From an optimization exercise on the open Yosys and OpenROAD flow, aimed at small area, a short achievable clock period and few clock cycles; shortcuts taken in it are not production practice. RTL that was checked went through simulation tests only; none was proved equivalent to the original.

Design sw_link_core, start of the top module:
module sw_link_core (
    input  wire         clk,
    input  wire         rst,             
    input  wire [7:0]   cfg_self_addr,   
    input  wire [7:0]   cfg_peer_addr,   
    input  wire [6:0]   prog_len,        
    output wire [5:0]   prog_addr,       
    input  wire [7:0]   prog_data,       
    output wire         call_valid,
    output wire [3:0]   call_op,
    output wire [3:0]   call_len,
    output wire [111:0] call_data,
    input  wire         call_ready,
    input  wire         resp_ok,
    input  wire [1:0]   resp_mode,
    input  wire [3:0]   resp_len,
    input  wire [111:0] resp_data,
    input  wire         irq_rx,          
    input  wire         host_req,        
    input  wire [23:0]  host_slots,
    output wire [5:0]   err,
    output wire [1:0]   rej_reason,
    output wire [1:0]   lsm_state,
    output wire [5:0]   ord_code,
    output wire         halted
);
    localparam [3:0] OP_ENTER_RX    = 4'd0,
                     OP_TX_NONEMPTY = 4'd1,
                     OP_FLUSH_TX    = 4'd2,
                     OP_SEND        = 4'd3,
                     OP_READ_STATUS = 4'd4,
                     OP_RX_NONEMPTY = 4'd5,
                     OP_FLUSH_RX    = 4'd6,
                     OP_RECEIVE     = 4'd7,
                     OP_SAMPLE      = 4'd8,
                     OP_EMIT        = 4'd9;
    localparam [1:0] M_IDLE = 2'd0, M_RX = 2'd1, M_TX = 2'd2, M_REC = 2'd3;
    localparam [4:0] X_NOP        = 5'b00_000,
                     X_SAMPLE     = 5'b00_010,
                     X_HOSTFWD    = 5'b00_011,
                     X_ORDREQ_ACK = 5'b00_100,
                     X_ENC_VALUE  = 5'b01_000,
                     X_ENC_ORDER  = 5'b01_001,
  ...
export LEC_CHECK = 0
export ABC_AREA = 1
export CAP_MARGIN = 20
export CORE_MARGIN = 2
export CORE_UTILIZATION = 35
export CTS_CLUSTER_DIAMETER = 150
export CTS_CLUSTER_SIZE = 25
export SETUP_SLACK_MARGIN = 2.8
export SLEW_MARGIN = 20
create_clock -name core_clock -period 5.0 [get_ports {clk}]
standard.sh (not shown) runs the stock make flow with config.mk's settings and CLKGATE_MAP_FILE= SYNTH_SCRIPT=/design/flow/synth_recipe.tcl, a recipe that flattens the netlist after the stock synthesis.
==> flow/flow/run.sh <==
#!/bin/bash
# Standard layout, with the port buffers made of the smallest buffer cell.
set -euo pipefail
export BUFFER_PORTS_ARGS="-buffer_cell sky130_fd_sc_hd__buf_1"
bash standard.sh > standard_flow.log 2>&1
The baseline ran to the end with no violations.
Testbench counts at the start, summed over its fixed seeds: cycles 29,868.
Edit:
--- a/flow/design.v
+++ b/flow/design.v
@@ -172,43 +172,66 @@
         case (w[5:4])
             2'd0: skip_no = ~rx_pend_d;
             2'd1: skip_no = ~order_pend_d;
             2'd2: skip_no = ~res_valid_d;
             default: skip_no = ~ord_ok_d;
         endcase
     end
     wire [5:0]  pc_inc  = pc + 6'd1;
     wire [5:0]  pc_skip = pc + 6'd1 + {2'b00, w[3:0]};
     reg         j_v;
-    reg  [5:0]  j_key, j_to;
+    reg  [5:0]  j_at, j_to;
     reg         p_seq;           
     reg         mg;              
-    wire        j_hit   = j_v & (j_key == pc);
-    wire [5:0]  pc_nxt  = ~w_ctl                       ? (j_hit ? j_to : pc_inc) :
-                          (w[7:6] == 2'b11)            ? w[5:0]  :
-                          (w[7:6] == 2'b10 && skip_no) ? pc_skip : pc_inc;
+    reg         d_v;
+    reg  [5:0]  d_key, d_to;     
+    reg         d_val;           
+    reg         p_dec;           
+    reg         d_isv;           
+    wire        w_jmp   = (w[7:6] == 2'b11);
+    wire        w_skip  = (w[7:6] == 2'b10) & skip_no;
+    wire [5:0]  pc_raw  = ~w_ctl ? pc_inc : w_jmp ? w[5:0] : w_skip ? pc_skip : pc_inc;
+    wire        redir   = j_v & (~w_ctl ? (pc_inc == j_at) :
+                                 w_jmp  ? (w[5:0] == j_at) :
+                                 w_skip ? (pc_skip == j_at) : (pc_inc == j_at));
+    wire        d_hit   = d_v & (d_key == pc);
+    wire        d_ok    = d_val ? rx_vok_d : rx_ook_d;
+    wire [5:0]  pc_inc2 = pc + 6'd2;
+    wire [5:0]  pc_nxt  = redir ? j_to : (~w_ctl & d_hit) ? (d_ok ? pc_inc2 : d_to) : pc_raw;
     wire        w_static = (w[7:6] == 2'b11) | (w[7:1] == 7'd0);
     wire [5:0]  w_succ   = w[7] ? w[5:0] : pc_inc;
     wire        take     = adv & ~halt_r;
     always @(posedge clk) begin
         if (rst) begin
             j_v   <= 1'b0;
             mg    <= 1'b0;
             p_seq <= 1'b0;
+            d_v   <= 1'b0;
+            p_dec <= 1'b0;
         end else if (take) begin
-            mg    <= ~w_ctl & j_hit;
-            p_seq <= ~w_ctl & ~j_hit;
-            if (w_static && (mg || p_seq)) begin
-                j_v  <= 1'b1;
-                j_to <= w_succ;
-                if (!mg) j_key <= pc - 6'd1;
+            mg    <= redir;
+            p_seq <= ~w_ctl & ~redir;
+            p_dec <= (w[7:1] == 7'b0001001) & ~redir & ~d_hit;
+            if (p_dec && w[7:4] == 4'hA) begin
+                d_v   <= 1'b1;
+                d_key <= pc - 6'd1;
+                d_to  <= pc_skip;
+                d_val <= d_isv;
             end
+            d_isv <= (w == 8'h12);
+            if (w_static && (mg || p_seq)) j_v <= 1'b1;
+        end
+    end
+    always @(posedge clk) begin
+        if (!halt_r && w_static && (mg || p_seq)) begin
+            j_to <= w_succ;
+            if (!mg) j_at <= pc;
         end
     end
     reg         w_call;
     reg [3:0]   w_op;
     always @(*) begin
         w_call = 1'b1;
         case (w[5:0])
             6'h02:   w_op = OP_SAMPLE;
             6'h03:   w_op = OP_EMIT;
             6'h31:   begin w_op = OP_TX_NONEMPTY; w_call = tx_nz_d; end
@@ -223,21 +246,21 @@
     wire        dec_v      = (ir == X_DEC_VALUE) & rx_vok;
     wire [7:0]  res_tag_d  = dec_v ? rx_b3      : res_tag;
     wire [31:0] res_temp_d = dec_v ? rxb[39:8]  : res_temp;
     wire [15:0] res_hum_d  = dec_v ? rxb[55:40] : res_hum;
     wire [31:0] res_lux_d  = dec_v ? rxb[87:56] : res_lux;
     wire [87:0] txb_d      = (ir == X_ENC_VALUE) ? {op_lux, op_hum, op_temp, 2'b00, op_tag} :
                              (ir == X_ENC_ORDER) ? {txb[87:24], op_slot2, op_slot1, op_slot0} :
                                                    txb;
     wire        tx_14_d    = (ir == X_ENC_VALUE) | (tx_14 & (ir != X_ENC_ORDER));
     wire        send_pend  = cv & (ir == X_LINK_SEND) & (cop != OP_READ_STATUS);
-    wire        cd_res     = (cv & (ir == X_HOSTFWD)) | ((w == 8'h03) & ~send_pend);
+    wire        cd_res     = ~send_pend;
     always @(posedge clk)
         cd <= cd_res ? {res_hum_d, res_lux_d, res_temp_d}
                      : {txb_d[55:0], cfg_self_addr, cfg_peer_addr, 4'b0000, tx_14_d, 3'b101};
     always @(posedge clk) begin
         if (rst) begin
             pc     <= 6'd0;
             halt_r <= 1'b0;
             ir     <= X_NOP;
             cv     <= 1'b0;
             cop    <= OP_ENTER_RX;
@@ -345,27 +368,27 @@
                     ord1 <= rs_c1;
                     ord2 <= rs_c2;
                 end else begin
                     rej_r    <= ap_r2 ? 2'd2 : 2'd3;
                     err_r[3] <= 1'b1;
                 end
             end
             X_LINK_SEND: if (!cv && !halt_r) err_r[4] <= 1'b1;    
             default: ;
             endcase
+            if (cv && cop == OP_SAMPLE) begin
+                op_temp <= resp_data[31:0];
+                op_hum  <= resp_data[47:32];
+                op_lux  <= resp_data[79:48];
+            end
             if (hs) begin
                 case (cop)
-                OP_SAMPLE: begin
-                    op_temp <= resp_data[31:0];
-                    op_hum  <= resp_data[47:32];
-                    op_lux  <= resp_data[79:48];
-                end
                 OP_ENTER_RX: begin
                     lsm <= M_RX;
                     if (ir != X_LINK_RXDONE) stall_cnt <= 4'd0;
                     if (ir == X_LINK_REARM)  err_r[2]  <= 1'b1;
                 end
                 OP_SEND: begin
                     if (!resp_ok) err_r[0] <= 1'b1;
                     lsm <= M_TX;
                 end
                 OP_READ_STATUS: if (!spin_more) begin
@@ -404,14 +427,14 @@
             ord_ok     <= 1'b0;
         end else begin
             rx_pend    <= rx_pend_d;
             order_pend <= order_pend_d;
             res_valid  <= res_valid_d;
             ord_ok     <= ord_ok_d;
         end
     end
     always @(posedge clk) begin
         txb <= txb_d;
-        if (hs && cop == OP_RECEIVE && resp_ok)
+        if (cv && cop == OP_RECEIVE)
             rxb <= resp_data[111:24];
     end
 endmodule
Routed wire length went up by 9.3%.
Final area went up by 6.4%.
Core utilization barely changes.
Fmax went down by 23%.
Non-clock buffer count went up by 12.
Setup slack degrades by 0.66 ns.
Global-route usage went up by 0.77 points.
The RTL of the second run of this note was laid out without a check of its function.

-- separate check: timing with driven ports --
No port has a modelled driver above. Below, the same layouts with a new extraction and two added sets of constraints. Step 1 assumes that a clkbuf_16 drives the clock port and a buf_2 every other input. Step 2 moves the port delays by t, midway between the first and last clock arrival at a register: inputs arrive t later, outputs are due t later. That takes back most of the time a late clock gives input paths. Three values: ideal, step 1, step 2; two values: the first two.
run	shift t [ns]	setup slack, ns	hold WS [ns]	slew at the worst register clock pin (ns)	cell pins on the clock port's net
the first run	0.626	2.831 / 2.779 / 2.293	0.452 / 0.452 / 0.452	0.12 / 0.12	1
the second run	0.639	2.172 / 2.172 / 1.575	0.452 / 0.452 / 0.452	0.11 / 0.11	1
After both steps every run listed still meets setup and hold. For the second run, which loses most, drivers alone change the setup slack by 0.000 ns; drivers and shift together by -0.597 ns.
